Background: an optimization exercise with open tools, aiming at small area. Do not read the settings as production practice. Only simulation tests tie the RTL to the original design; equivalence was not proved. Power and IR drop assume default switching activity. The clock port is modelled as an ideal driver; clocking choices that lean on that would not hold on a real chip.

==> flow/design.v (outline; a module is shown in full before it is edited, if it fits) <==
// module mac_engine: 1457 lines
// module fa: 7 lines
// module ha: 7 lines
// module xr: 6 lines
// module xn: 6 lines
// module or2: 6 lines
// module rsat: 8 lines
// module scalar_stage: 18 lines
// module hb_decim: 51 lines
module hb_decim (
    input  wire        clk,
    input  wire        rst,       
    input  wire        vin,
    input  wire [31:0] x,         
    output wire        vout,
    output wire [31:0] y          
);
  // ...
==> flow/run.sh <==
#!/bin/bash
# synth_recipe.tcl (not shown) runs the flow's synth.tcl, then flattens the netlist and writes it again
# the make line also repeats each setting of config.mk as NAME=value (left out here)
make -C /OpenROAD-flow-scripts/flow DESIGN_CONFIG=/design/flow/config.mk WORK_HOME=/design/flow/orfs CLKGATE_MAP_FILE= SYNTH_SCRIPT=/design/flow/synth_recipe.tcl finish
==> flow/config.mk <==
export PLATFORM = sky130hd
export DESIGN_NAME = hb_decim
export DESIGN_NICKNAME = hb_decim
export VERILOG_FILES = /design/flow/design.v
export SDC_FILE = /design/flow/constraint.sdc
export NUM_CORES = 4
export LEC_CHECK = 0
export CAP_MARGIN = 20
export CORE_MARGIN = 2
export CORE_UTILIZATION = 60
export CTS_BUF_LIST = sky130_fd_sc_hd__clkbuf_8
export CTS_CLUSTER_SIZE = 20
export SLEW_MARGIN = 20
export SYNTH_HIERARCHICAL = 1
==> flow/constraint.sdc <==
create_clock -name core_clock -period 20.0 [get_ports {clk}]
set_input_delay 4.0000 -clock core_clock [delete_from_list [all_inputs] [get_ports {clk}]]
set_output_delay 4.0000 -clock core_clock [all_outputs]
set_load 0.01 [all_outputs]
==> out/qor.txt, run 1 <==
Area taken by multi-input logic gates: 15,600 µm²
Longest individual stage delay on the worst path: 0.75 ns
GRT met1 Usage: 35.5%
CP startpoint: h[4]
Sequential area share after synthesis: 69.5%
Combinational family with the most area after synthesis: adder cells
Synth Register Bits: 1,254
Worst hold-check path type: flop to flop
Final critical-path setup slack: 1.61 ns
Comb power: 1.96 mW
Clock period minus worst slack: 18.39 ns
Switching power of the nets: 2.12 mW
Fraction of post-synthesis cell area in the top cell type by area: 69.3%
Amount of wire on met2 after detailed routing: 48,700 µm
Post-Route Skew: 0.0605 ns
Unrepaired setup endpoints after global routing: false
R2r worst-path depth: 50
Number of antenna violations at the first check in global routing: 2
Num tapcells: 1,176
Setup slack after placement: 1.01 ns
Hold buffer count at cts: 0
List of most frequent post-synthesis cells: 1,248 x edfxtp_1, 609 x fa_1, 268 x nand2_1, 187 x inv_1
Critical Path Stages: 50
Largest class: sequential cells
Power consumed by the clock network: 1.91 mW
Maximum number of pins on one net before global-route repair: 195
Crit path arrival time: 18.99 ns
Flip-flop and latch power: 3.16 mW
Area share of xor/xnor cells in the synthesized design: 0.535%
Worst hold margin: 0.390 ns
Most used standard cell by instance count after synthesis: edfxtp_1
Number of enable-type register cells in the synthesized netlist: 1,248
Outcome: no timing/DRC/antenna violations
Share of cell area taken by flip-flops and latches: 62.9%
Crit-path slowest cell: fa_1
Final nets: 3,569
Buffers outside the clock class: 96
Non-CTS inverters: 189
Hold path endpoint: f[9][8]
FF-to-FF Start: h[4]
Top metal layer carrying routed signals: met4
Total congestion overflow after global routing: 0
Overall fraction of global-route tracks in use: 23.5%
Clock root buffer: clkbuf_8
==> run 2: changes to the inputs <==
--- a/flow/config.mk
+++ b/flow/config.mk
@@ -9,5 +9,6 @@
 export CORE_MARGIN = 2
-export CORE_UTILIZATION = 60
-export CTS_BUF_LIST = sky130_fd_sc_hd__clkbuf_8
-export CTS_CLUSTER_SIZE = 20
+export CORE_UTILIZATION = 55
+export CTS_BUF_LIST = sky130_fd_sc_hd__clkbuf_16
+export CTS_CLUSTER_DIAMETER = 100
+export CTS_CLUSTER_SIZE = 30
 export SLEW_MARGIN = 20
==> out/qor.txt, run 2 <==
Synth Register Bits: 1,254 (unchanged)
Unrepaired setup endpoints after global routing: false
Clock-pin slew of the registers on the worst-case setup and hold paths: 0.11 ns
Final critical-path setup slack: 1.50 ns (-0.111 ns)
Most used standard cell by instance count after synthesis: edfxtp_1
Mean instance size in the synthesized netlist: 20.4 µm²
Critical Path Stages: 50 (unchanged)
Required time of the worst setup path: 20.42 ns
Detail Placement HPWL: 76,600 µm
Clock period minus worst slack: 18.50 ns (+0.111 ns)
IR drop worst, VDD: 0.147 mV
Placer's final routability congestion estimate: 0.891
Area taken by multi-input logic gates: 15,600 µm² (unchanged)
Outcome: no timing/DRC/antenna violations
Most frequent CP cell: fa_1
Sequential area share after synthesis: 69.5% (unchanged)
Largest cells by area after synthesis: edfxtp_1 69%, fa_1 23%, nand2_1 1.9%, inv_1 1.3%, ha_1 0.95%
Highest clock rate: 54.0 MHz
R2r worst-path depth: 50 (unchanged)
Filler cell count in the final layout: 7,031
Most common cell after layout, fill and taps aside: edfxtp_1
Hold depth: 0
Flip-flop count of the largest register, all copies and words added: 512
Fraction of final layout cells with drive strength greater than 1: 5.19%
Width of the die: 318 µm
Fraction of post-synthesis cell area in the top cell type by area: 69.3% (unchanged)
Remaining routing DRC violations: 0
Clock root buffer: clkbuf_16
Post-Synthesis Cell Area: 54,100 µm²
Crit-path slowest cell: fa_1
Async set-or-reset flop fraction in the synthesized netlist: 0%
Number of enable-type register cells in the synthesized netlist: 1,248 (unchanged)
Number of gates given a new drive strength after cts: 0
Type of origin of the critical path: flop
Number of core rows: 114
Final clock period utilization by the worst path: 92.5%
Actual slew at the worst max-slew pin: 1.11 ns
Clock tree from TritonCTS: done
Main synth FF type: edfxtp_1
H-tree depth reported by CTS: 2
Pins Over Slew Limit: 0
Post-Route Skew: 0.0307 ns (-0.0298 ns)
Overall fraction of global-route tracks in use: 21.1% (-2.5 points)
Top-level I/O count: 68
Final setup viols: 0
Total congestion overflow after global routing: 0 (unchanged)
Count of clock tree sinks: 1,254
Most area-hungry cell type in the Yosys netlist: edfxtp_1
Die Footprint: 101,000 µm²
Crit path arrival time: 18.93 ns (-0.06 ns)
Biggest registers after layout: f (512), e (480), q (240)
CP Buf/Inv Count: 7
Leakage power of the design: 17.6 nW
Detail Route Antenna Nets: 0
Setup slack after placement: 0.921 ns (-0.0911 ns)
Routed wire per std cell: 25.5 µm
Post-Synthesis Cells: 2,644
CP Class: flop to flop
Worst-path fanout max: 17
Aggregate routed wire length: 103,000 µm
Nets in the synthesized netlist: 3,329
Syn. warnings: 14
TritonCTS buffer count: 50
Maximum number of pins on one net before global-route repair: 200 (+2.6%)
Longest individual stage delay on the worst path: 0.81 ns (+0.06 ns)
Latest clock arrival within the worst-skew pair: 0.67 ns
Critical Path Sink Type: flop
Routed vias: 22,000
Number of buffers added on ports: 67
Final nets: 3,428 (-4.0%)
Worst hold-check path type: flop to flop
Mean number of vias per cell: 5.44
Power density over the cells: 109 nW/µm²
Number of distinct standard cells referenced by the synthesized netlist: 49
Max-cap violation count: 0
Hold Vio Cnt, Final: 0
Total negative setup slack: 0 ns
List of most frequent post-synthesis cells: 1,248 x edfxtp_1, 609 x fa_1, 268 x nand2_1, 187 x inv_1
Dominant delay contributor by cell family on the critical path: adder cells
Initial DRT Pass Iterations: 5
Area taken by flip-flops and latches: 37,600 µm²
Tightest slew margin relative to the limit: 26.1%
Largest buffer count on any clock path: 3
Vias in the first global route: 23,600
Register with the highest flop count: f
Power, Total: 6.32 mW
Number of antenna violations at the first check in global routing: 0 (-2)
Core Area: 97,000 µm²
Count of buffers added by post-CTS timing repair for setup: 0
Area growth from synthesis to final layout: 7.00%
Hold buffer count at cts: 0 (unchanged)
Die span in y: 318 µm
Commonest cells after routing, fill and taps aside: 1,248 x edfxtp_1, 609 x fa_1, 268 x nand2_1
First-iteration detailed-routing DRC count: 2,323
Starting density of the core: 55.7%
First-pass GRT wire length: 154,000 µm
run 2: stage by stage:
step           area, µm²  util, %  hold slack, ns  cells
6_report           57800     59.6           0.393   4035
5_1_grt            57800     59.6           0.403   4033
4_1_cts            57800     59.6           0.395   4031
3_5_place_dp       56400     58.1           0.405   3965
3_3_place_gp       56400     58.1           0.400   3965
2_1_floorplan      54100        -           0.400   2644
run 2: routing by layer:
layer / track usage [%] / share of wire, % / up-vias
li1: - / - / 9425
met1: 33.6 / 48 / 12000
met2: 32.2 / 46 / 432
met3: 2.61 / 4.1 / 83
met4: 3.76 / 1.6 / 0
met5: 0 / 0 / -
run 2: kinds of logic after synthesis:
| group | after synthesis | share of synthesized area (%) |
|---|---|---|
| adders and majority gates | 650 | 23.5 |
| buffers and inverters | 236 | 1.72 |
| DFF | 1254 | 69.5 |
| xor gates and xnor gates | 33 | 0.535 |
| and+or+nand+nor | 359 | 2.89 |
| AOI/OAI and AO/OA | 53 | 0.616 |
| muxes | 59 | 1.20 |
run 2: worst reg2reg max path, delay by kind of cell, from the launching register on:
family | cells | cell delay (ns)
AO/OA/AOI/OAI | 2 | 0.59
buffers and inverters | 7 | 0.75
AND/OR/NAND/NOR | 4 | 1.16
adder cells (fa/ha/maj) | 33 | 14.00
XOR/XNOR | 1 | 0.12
flip-flops | 1 | 0.59
multiplexers | 3 | 1.08
run 2: final timing paths:
check | start | to | slack (ns)
hold reg to reg | e[4][15] | e[5][15] | 0.39
hold / removal | e[4][15] | e[5][15] | 0.39
setup / recovery | h[4] | f[0][15] | 1.50
setup reg to reg | h[4] | f[0][15] | 1.50
run 2: cell type report:
| type | instances | share of cell area [%] |
|---|---|---|
| multi-input combinational | 1154 | 26.9 |
| antenna | 2 | 0.00865 |
| timing repair buffer | 94 | 1.65 |
| sequential | 1254 | 65.0 |
| clock buffer | 50 | 2.16 |
| inverter | 189 | 1.23 |
| clock inverter | 16 | 0.290 |
| tap | 1276 | 2.76 |
run 2: modules after synthesis, one instance, submodules excluded:
module / cells inside / flops+latches / area (µm²) / times used
rsat: 34 / 0 / 168 / 1
mac_engine: 570 / 0 / 2530 / 1
scalar_stage: 27 / 0 / 136 / 1
fa: 1 / 0 / 20.0 / 609
or2: 1 / 0 / 6.26 / 26
ha: 1 / 0 / 12.5 / 40
xr: 1 / 0 / 8.76 / 8
hb_decim: 1310 / 1254 / 38100 / 1
xn: 1 / 0 / 8.76 / 20
run 2: report_power, final:
group	internal, mW	leakage [nW]	total [mW]	switching [mW]
clock network	0.468	0.716	1.21	0.739
logic	0.824	5.14	1.96	1.14
registers	3.11	11.8	3.15	0.0430
total	4.40	17.6	6.32	1.92
==> run 3: changes to the inputs <==
==> flow/flow/run.sh (new file) <==
#!/bin/bash
# The standard layout (standard.sh: the ORFS flow, standard synthesis),
# with two ORFS variables set: the clock tree is built from clkbuf_16 leaf
# clusters of up to 33 sinks within 80 um and without dummy loads, and the
# port buffers use the smallest buffer cell.
set -e
export CTS_ARGS="-sink_clustering_enable -repair_clock_nets -dont_use_dummy_load -sink_clustering_size 33 -sink_clustering_max_diameter 80 -buf_list sky130_fd_sc_hd__clkbuf_16"
export BUFFER_PORTS_ARGS="-buffer_cell sky130_fd_sc_hd__buf_1"
bash standard.sh > standard.log 2>&1
==> flow/standard.sh (new file) <==
#!/bin/bash
# synth_recipe.tcl (not shown) runs the flow's synth.tcl, then flattens the netlist and writes it again
# the make line also repeats each setting of config.mk as NAME=value (left out here)
make -C /OpenROAD-flow-scripts/flow DESIGN_CONFIG=/design/flow/config.mk WORK_HOME=/design/flow/orfs CLKGATE_MAP_FILE= SYNTH_SCRIPT=/design/flow/synth_recipe.tcl "${@:-finish}"
--- a/flow/config.mk
+++ b/flow/config.mk
@@ -9,6 +9,3 @@
 export CORE_MARGIN = 2
-export CORE_UTILIZATION = 55
-export CTS_BUF_LIST = sky130_fd_sc_hd__clkbuf_16
-export CTS_CLUSTER_DIAMETER = 100
-export CTS_CLUSTER_SIZE = 30
+export CORE_UTILIZATION = 65
 export SLEW_MARGIN = 20
removed: flow/run.sh
==> out/qor.txt, run 3 <==
Core Area: 82,200 µm² (-15%)
Flip-flop count of the largest register, all copies and words added: 512 (unchanged)
Mean number of vias per cell: 5.76 (+5.8%)
Biggest registers after layout: f (512), e (480), q (240)
List of most frequent post-synthesis cells: 1,248 x edfxtp_1, 609 x fa_1, 268 x nand2_1, 187 x inv_1
Worst hold-check path type: flop to flop
Count of buffers added by post-CTS timing repair for setup: 0 (unchanged)
Most area-hungry cell type in the Yosys netlist: edfxtp_1
Mean instance size in the synthesized netlist: 20.4 µm² (unchanged)
Syn. warnings: 14 (unchanged)
Largest buffer count on any clock path: 3 (unchanged)
Number of antenna violations at the first check in global routing: 0 (unchanged)
Most used standard cell by instance count after synthesis: edfxtp_1
Crit path arrival time: 18.57 ns (-0.36 ns)
TritonCTS buffer count: 47 (-6.0%)
Starting density of the core: 65.7% (+10 points)
H-tree depth reported by CTS: 2 (unchanged)
Routed wire per std cell: 25.5 µm (+0.35%)
Required time of the worst setup path: 20.38 ns (-0.04 ns)
Most common cell after layout, fill and taps aside: edfxtp_1
Main synth FF type: edfxtp_1
Latest clock arrival within the worst-skew pair: 0.62 ns (-0.05 ns)
Sequential area share after synthesis: 69.5% (unchanged)
Initial DRT Pass Iterations: 6 (+1)
Unrepaired setup endpoints after global routing: false
Power density over the cells: 109 nW/µm² (-0.61%)
Detail Route Antenna Nets: 0 (unchanged)
Width of the die: 292 µm (-7.9%)
Post-Route Skew: 0.0721 ns (+0.0414 ns)
Clock-pin slew of the registers on the worst-case setup and hold paths: 0.11 ns (about the same)
Routed vias: 21,900 (-0.17%)
Setup slack after placement: 1.40 ns (+0.482 ns)
Clock tree from TritonCTS: done
Final nets: 3,423 (-0.15%)
Critical Path Sink Type: flop
Post-Synthesis Cells: 2,644 (unchanged)
Largest cells by area after synthesis: edfxtp_1 69%, fa_1 23%, nand2_1 1.9%, inv_1 1.3%, ha_1 0.95%
Antenna cells: 0 (-2)
Hold buffer count at cts: 0 (unchanged)
Post-layout instance count excluding filler cells: 3,806 (-5.7%)
Commonest cells after routing, fill and taps aside: 1,248 x edfxtp_1, 609 x fa_1, 268 x nand2_1
Number of enable-type register cells in the synthesized netlist: 1,248 (unchanged)
Placed Instance Area: 55,700 µm² (-1.2%)
Fraction of final layout cells with drive strength greater than 1: 4.71% (-0.47 points)
Post-Synthesis Cell Area: 54,100 µm² (unchanged)
Final critical-path setup slack: 1.81 ns (+0.311 ns)
Number of buffers added on ports: 67 (unchanged)
Placer's final routability congestion estimate: 0.919 (+3.1%)
Register with the highest flop count: f
Synth Register Bits: 1,254 (unchanged)
Type of origin of the critical path: flop
Clock period minus worst slack: 18.19 ns (-0.311 ns)
Worst-path fanout max: 17 (unchanged)
IR drop worst, VDD: 0.221 mV (+50%)
Tightest slew margin relative to the limit: 19.6% (-6.4 points)
Most frequent CP cell: fa_1
Number of core rows: 105 (-7.9%)
First-iteration detailed-routing DRC count: 2,103 (-9.5%)
Longest individual stage delay on the worst path: 0.85 ns (+0.04 ns)
Nets in the synthesized netlist: 3,329 (unchanged)
Max-cap violation count: 0 (unchanged)
Remaining routing DRC violations: 0 (unchanged)
Area growth from synthesis to final layout: 5.18%
Actual slew at the worst max-slew pin: 1.21 ns (+0.0963 ns)
Cell area after layout: 56,900 µm² (-1.7%)
Area taken by flip-flops and latches: 37,600 µm² (unchanged)
Number of distinct standard cells referenced by the synthesized netlist: 49 (unchanged)
CP Class: flop to flop
Clock root buffer: clkbuf_16
Crit-path slowest cell: fa_1
Count of clock tree sinks: 1,254 (unchanged)
Aggregate routed wire length: 97,200 µm (-5.3%)
Outcome: no timing/DRC/antenna violations
Hold Vio Cnt, Final: 0 (unchanged)
Top-level I/O count: 68 (unchanged)
Pins Over Slew Limit: 0 (unchanged)
Die Footprint: 85,500 µm² (-15%)
Total negative setup slack: 0 ns (unchanged)
Vias in the first global route: 23,300 (-1.6%)
First-pass GRT wire length: 145,000 µm (-5.9%)
Detail Placement HPWL: 73,200 µm (-4.5%)
Total placed cells including tap cells: 3,759 (-5.2%)
Fraction of post-synthesis cell area in the top cell type by area: 69.3% (unchanged)
Highest clock rate: 55.0 MHz (+1.7%)
Final setup viols: 0 (unchanged)
Number of gates given a new drive strength after cts: 0 (unchanged)
Filler cell count in the final layout: 5,103 (-27%)
Total congestion overflow after global routing: 0 (unchanged)
Async set-or-reset flop fraction in the synthesized netlist: 0% (unchanged)
Overall fraction of global-route tracks in use: 23.6% (+2.6 points)
Maximum number of pins on one net before global-route repair: 214 (+7.0%)
Die span in y: 292 µm (-7.9%)
Final clock period utilization by the worst path: 91.0% (-1.6 points)
Area taken by multi-input logic gates: 15,600 µm² (about the same)
Leakage power of the design: 17.3 nW (-1.9%)
Worst hold margin: 0.340 ns (-0.0538 ns)
## run 3: changes by cell type in the layout (fill, tap and decap cells not counted), sizes merged
cell           delta
buf              +65
clkbuf            -3
clkdlybuf4s50    -67
clkinv            -3
diode             -2
inv              -13
## run 3: cell families after synthesis
| kind of cell | Yosys count | synth area share (%) |
|---|---|---|
| flops | 1254 | 69.5 |
| fa+ha+maj | 650 | 23.5 |
| simple gates | 359 | 2.89 |
| buf+inv | 236 | 1.72 |
| mux | 59 | 1.20 |
| compound gates | 53 | 0.616 |
| xor+xnor | 33 | 0.535 |
## run 3: through the flow
step / utilization (%) / power [mW]
2_1_floorplan: - / 4.76
3_3_place_gp: 67.7 / 5.09
3_5_place_dp: 67.7 / 5.16
4_1_cts: 69.1 / 6.25
5_1_grt: 69.1 / 6.61
6_report: 69.1 / 6.18
## run 3: power breakdown
group / switching, mW / leakage [nW] / internal (mW)
logic: 1.12 / 4.93 / 0.809
registers: 0.0437 / 11.8 / 3.11
clock network: 0.674 / 0.579 / 0.424
## run 3: path summary, 6_finish.rpt
| path | startpoint | to | slack, ns | cells after the start |
|---|---|---|---|---|
| min | e[10][2] | e[11][2] | 0.34 | 0 |
| max | h[4] | f[0][15] | 1.81 | 50 |
| max reg2reg | h[4] | f[0][15] | 1.81 | 50 |
| min reg2reg | e[10][2] | e[11][2] | 0.34 | 0 |
## run 3: modules after synthesis, one instance, submodules excluded
module / copies in the design / area (µm²)
or2: 26 / 6.26
scalar_stage: 1 / 136
xn: 20 / 8.76
xr: 8 / 8.76
rsat: 1 / 168
mac_engine: 1 / 2530
hb_decim: 1 / 38100
fa: 609 / 20.0
ha: 40 / 12.5
## run 3: critical path: cells and delay by family (launching register included)
| family | cells | cell delay (ns) |
|---|---|---|
| fa+ha+maj | 33 | 13.65 |
| simple gates | 4 | 1.14 |
| mux | 3 | 1.06 |
| buf+inv | 7 | 0.73 |
| compound gates | 2 | 0.66 |
| flops | 1 | 0.57 |
| xor+xnor | 1 | 0.12 |
## run 3: layout make-up
class / instances / share of cell area (%)
clock buffers: 47 / 2.07
well taps: 1070 / 2.35
inverters: 189 / 1.25
repair buffers: 92 / 0.845
flip-flops and latches: 1254 / 66.1
multi-input cells: 1154 / 27.4
## run 3: per-layer routing
metal / wire length [µm] / track usage [%] / vias up / part of all wire [%]
met3: 5910 / 3.95 / 101 / 6.1
li1: - / - / 9398 / -
met1: 43700 / 36.4 / 11900 / 45
met4: 2000 / 4.99 / 0 / 2.1
met5: 0 / 0 / - / 0
met2: 45600 / 36.9 / 558 / 47
==> run 4: changes to the inputs <==
==> flow/flow/run.sh (replaced) <==
#!/bin/bash
# The standard layout (standard.sh: the ORFS flow, standard synthesis),
# with two ORFS variables set: the clock tree is built from clkbuf_16 leaf
# clusters of up to 30 sinks within 100 um and without dummy loads, and the
# port buffers use the smallest buffer cell.
set -e
export CTS_ARGS="-sink_clustering_enable -repair_clock_nets -dont_use_dummy_load -sink_clustering_size 30 -sink_clustering_max_diameter 100 -buf_list sky130_fd_sc_hd__clkbuf_16"
export BUFFER_PORTS_ARGS="-buffer_cell sky130_fd_sc_hd__buf_1"
bash standard.sh > standard.log 2>&1
--- a/flow/config.mk
+++ b/flow/config.mk
@@ -9,3 +9,3 @@
 export CORE_MARGIN = 2
-export CORE_UTILIZATION = 65
+export CORE_UTILIZATION = 55
 export SLEW_MARGIN = 20
==> out/qor.txt, run 4 <==
Mean number of vias per cell: 5.45 (-5.5%)
Overall fraction of global-route tracks in use: 21.2% (-2.4 points)
Final nets: 3,430 (+0.20%)
Remaining routing DRC violations: 0 (unchanged)
Top metal layer carrying routed signals: met4
IR drop worst, VDD: 0.113 mV (-49%)
Reg2reg setup slack: 1.62 ns (-0.19 ns)
Outcome: no timing/DRC/antenna violations
Critical hold path startpoint: q[6][6]
Biggest registers after layout: f (512), e (480), q (240)
Async set-or-reset flop fraction in the synthesized netlist: 0% (unchanged)
Number of core rows: 114 (+8.6%)
Die Footprint: 101,000 µm² (+18%)
Tightest slew margin relative to the limit: 30.5% (+11 points)
Crit-path slowest cell: fa_1
Clock tree from TritonCTS: done
Vias in the first global route: 23,600 (+1.3%)
Largest cells by area after synthesis: edfxtp_1 69%, fa_1 23%, nand2_1 1.9%, inv_1 1.3%, ha_1 0.95%
Largest buffer count on any clock path: 3 (unchanged)
Max-cap violation count: 0 (unchanged)
Width of the die: 318 µm (+8.6%)
Placer's final routability congestion estimate: 0.880 (-4.3%)
Clock period minus worst slack: 18.38 ns (+0.192 ns)
Type of origin of the critical path: flop
Count of buffers added by post-CTS timing repair for setup: 0 (unchanged)
Post-layout instance count excluding filler cells: 4,019 (+5.6%)
Routed wire per std cell: 25.7 µm (+0.81%)
CP startpoint: h[4]
Amount of wire on met2 after detailed routing: 46,700 µm (+2.4%)
Register with the highest flop count: f
Filler cell count in the final layout: 7,054 (+38%)
Antenna cells: 0 (unchanged)
Sequential area share after synthesis: 69.5% (unchanged)
Power, Total: 6.22 mW (+0.66%)
First-pass GRT wire length: 154,000 µm (+6.4%)
Aggregate routed wire length: 103,000 µm (+6.4%)
Crit path arrival time: 18.75 ns (+0.18 ns)
Most area-hungry cell type in the Yosys netlist: edfxtp_1
Leakage power of the design: 17.3 nW (+0.25%)
Clock-pin slew of the registers on the worst-case setup and hold paths: 0.11 ns (about the same)
Maximum number of pins on one net before global-route repair: 93 (-57%)
Critical Path Sink Type: flop
Number of enable-type register cells in the synthesized netlist: 1,248 (unchanged)
Final setup viols: 0 (unchanged)
Post-Route Skew: 0.0592 ns (-0.0129 ns)
Count of clock tree sinks: 1,254 (unchanged)
TritonCTS buffer count: 48 (+2.1%)
Detail Placement HPWL: 78,100 µm (+6.7%)
Actual slew at the worst max-slew pin: 1.04 ns (-0.163 ns)
Post-Synthesis Cell Area: 54,100 µm² (unchanged)
Pins Over Slew Limit: 0 (unchanged)
Nets in the synthesized netlist: 3,329 (unchanged)
Fraction of post-synthesis cell area in the top cell type by area: 69.3% (unchanged)
Main synth FF type: edfxtp_1
List of most frequent post-synthesis cells: 1,248 x edfxtp_1, 609 x fa_1, 268 x nand2_1, 187 x inv_1
Initial DRT Pass Iterations: 5 (-1)
Mean instance size in the synthesized netlist: 20.4 µm² (unchanged)
Clock root buffer: clkbuf_16
Top-level I/O count: 68 (unchanged)
Die span in y: 318 µm (+8.6%)
Worst-path fanout max: 17 (unchanged)
H-tree depth reported by CTS: 2 (unchanged)
FF-to-FF Start: h[4]
First-iteration detailed-routing DRC count: 2,311 (+9.9%)
Latest clock arrival within the worst-skew pair: 0.67 ns (+0.05 ns)
Detail Route met3 WL: 5010 µm (-15%)
Highest clock rate: 54.4 MHz (-1.0%)
Number of distinct standard cells referenced by the synthesized netlist: 49 (unchanged)
Syn. warnings: 14 (unchanged)
Commonest cells after routing, fill and taps aside: 1,248 x edfxtp_1, 609 x fa_1, 268 x nand2_1
CP Class: flop to flop
Total congestion overflow after global routing: 0 (unchanged)
Longest individual stage delay on the worst path: 0.76 ns (-0.09 ns)
Number of buffers added on ports: 67 (unchanged)
Post-route core utilization: 59.0% (-10 points)
Power density over the cells: 109 nW/µm² (about the same)
Most common cell after layout, fill and taps aside: edfxtp_1
Total placed cells including tap cells: 3,969 (+5.6%)
Detail Route Antenna Nets: 0 (unchanged)
Final clock period utilization by the worst path: 91.9% (+0.96 points)
Number of antenna violations at the first check in global routing: 1 (+1)
Most used standard cell by instance count after synthesis: edfxtp_1
Fraction of final layout cells with drive strength greater than 1: 4.96% (+0.24 points)
Hold buffer count at cts: 0 (unchanged)
Most frequent CP cell: fa_1
Synth Register Bits: 1,254 (unchanged)
Routed vias: 21,900 (-0.22%)
Core Area: 97,000 µm² (+18%)
Worst hold-check path type: flop to flop
Starting density of the core: 55.7% (-10 points)
Flip-flop count of the largest register, all copies and words added: 512 (unchanged)
Area growth from synthesis to final layout: 5.80%
Unrepaired setup endpoints after global routing: false
Post-Synthesis Cells: 2,644 (unchanged)
WL met1: 49,400 µm (+13%)
Number of gates given a new drive strength after cts: 0 (unchanged)
Required time of the worst setup path: 20.37 ns (about the same)
Hold Vio Cnt, Final: 0 (unchanged)
==> run 4: cell count changes in the layout (fill, tap and decap cells not counted) <==
cell,previous run,this run
a21oi_4,0,1
buf_6,1,2
buf_16,0,1
buf_12,3,1
buf_4,21,27
clkbuf_16,47,48
a21oi_2,3,2
==> run 4: final timing paths <==
kind / endpoint / cells after the start
max: f[0][15] / 51
min reg2reg: q[7][6] / 0
min: q[7][6] / 0
max reg2reg: f[0][15] / 51
==> run 4: Yosys stat by module, one instance, submodules excluded <==
| module | cells inside | area, µm² | flops+latches | times used |
|---|---|---|---|---|
| hb_decim | 1310 | 38100 | 1254 | 1 |
| mac_engine | 570 | 2530 | 0 | 1 |
| rsat | 34 | 168 | 0 | 1 |
| scalar_stage | 27 | 136 | 0 | 1 |
| fa | 1 | 20.0 | 0 | 609 |
| ha | 1 | 12.5 | 0 | 40 |
| xn | 1 | 8.76 | 0 | 20 |
| xr | 1 | 8.76 | 0 | 8 |
| or2 | 1 | 6.26 | 0 | 26 |
==> run 4: critical path, delay by kind of cell (launching register included) <==
| family | cells | cell delay [ns] |
|---|---|---|
| simple gates | 5 | 1.15 |
| mux | 3 | 1.07 |
| buf+inv | 8 | 1.05 |
| flops | 1 | 0.58 |
| fa+ha+maj | 33 | 13.89 |
| compound gates | 1 | 0.20 |
| xor+xnor | 1 | 0.12 |
==> run 4: cell families (layout without fill, tap and decap cells) <==
kind of cell | after synthesis | in the layout | synth area share, %
compound gates | 53 | 53 | 0.616
xor+xnor | 33 | 33 | 0.535
fa+ha+maj | 650 | 650 | 23.5
buf+inv | 236 | 335 | 1.72
flops | 1254 | 1254 | 69.5
mux | 59 | 59 | 1.20
simple gates | 359 | 359 | 2.89
==> run 4: layout make-up <==
type	instances	area (µm²)	share of cell area, %
inverter	189	709	1.24
timing repair buffer	98	524	0.917
multi-input combinational	1154	15600	27.2
tap	1276	1600	2.79
sequential	1254	37600	65.7
clock buffer	48	1200	2.10
==> run 4: stage by stage <==
| step | hold slack (ns) | TNS [ns] | setup slack [ns] | instance area, µm² |
|---|---|---|---|---|
| floorplan | 0.400 | -3813.06 | -7.49 | 54100 |
| global placement | 0.400 | 0 | 1.46 | 55900 |
| detailed placement | 0.405 | 0 | 1.27 | 55900 |
| CTS | 0.397 | 0 | 1.68 | 57100 |
| global route | 0.401 | 0 | 0.967 | 57200 |
| finish | 0.396 | 0 | 1.62 | 57200 |
==> run 4: where the power goes <==
| group | total, mW | internal (mW) | switching, mW | leakage [nW] |
|---|---|---|---|---|
| logic | 1.94 | 0.813 | 1.13 | 4.96 |
| clock network | 1.13 | 0.433 | 0.693 | 0.592 |
| registers | 3.15 | 3.11 | 0.0431 | 11.8 |
| total | 6.22 | 4.36 | 1.86 | 17.3 |
==> run 4: routing by layer <==
layer	vias up	GRT usage [%]
met5	-	0
met3	99	3.37
met1	11900	33.1
met2	475	32.1
li1	9404	-
met4	0	4.97

afterwards: timing with drivers on the ports:
In the flow no input, the clock included, has a driving cell. The finished layouts below were timed again as built, in two steps.
Step 1 sets driving cells, clkbuf_16 on the clock port and buf_2 on the other inputs (assumed; they add their load-dependent delay and slew).
Step 2 adds t to the input delays and takes it off the output delays; t is the mean of the earliest and latest rising clock arrival at the registers after step 1. Input paths then give back, and output paths get back, about the clock's delay inside the block.
a / b / c = ideal / step 1 / step 2; a / b = the first two.
run	t (ns)	setup slack, ns	slew at the worst register clock pin (ns)	worst data-port slew with drivers (ns)	pins driven straight from the clock port
run 1	0.899	1.607 / 1.607 / 0.998	0.08 / 0.08	0.04	1
run 2	0.739	1.496 / 1.496 / 0.876	0.11 / 0.11	0.04	1
run 3	0.654	1.808 / 1.808 / 1.490	0.12 / 0.12	0.04	1
run 4	0.703	1.615 / 1.615 / 1.294	0.11 / 0.11	0.03	1
After both steps setup and hold are still met in every run listed. For run 2, which loses most, drivers alone change the setup slack by 0.000 ns; drivers and shift together by -0.620 ns.
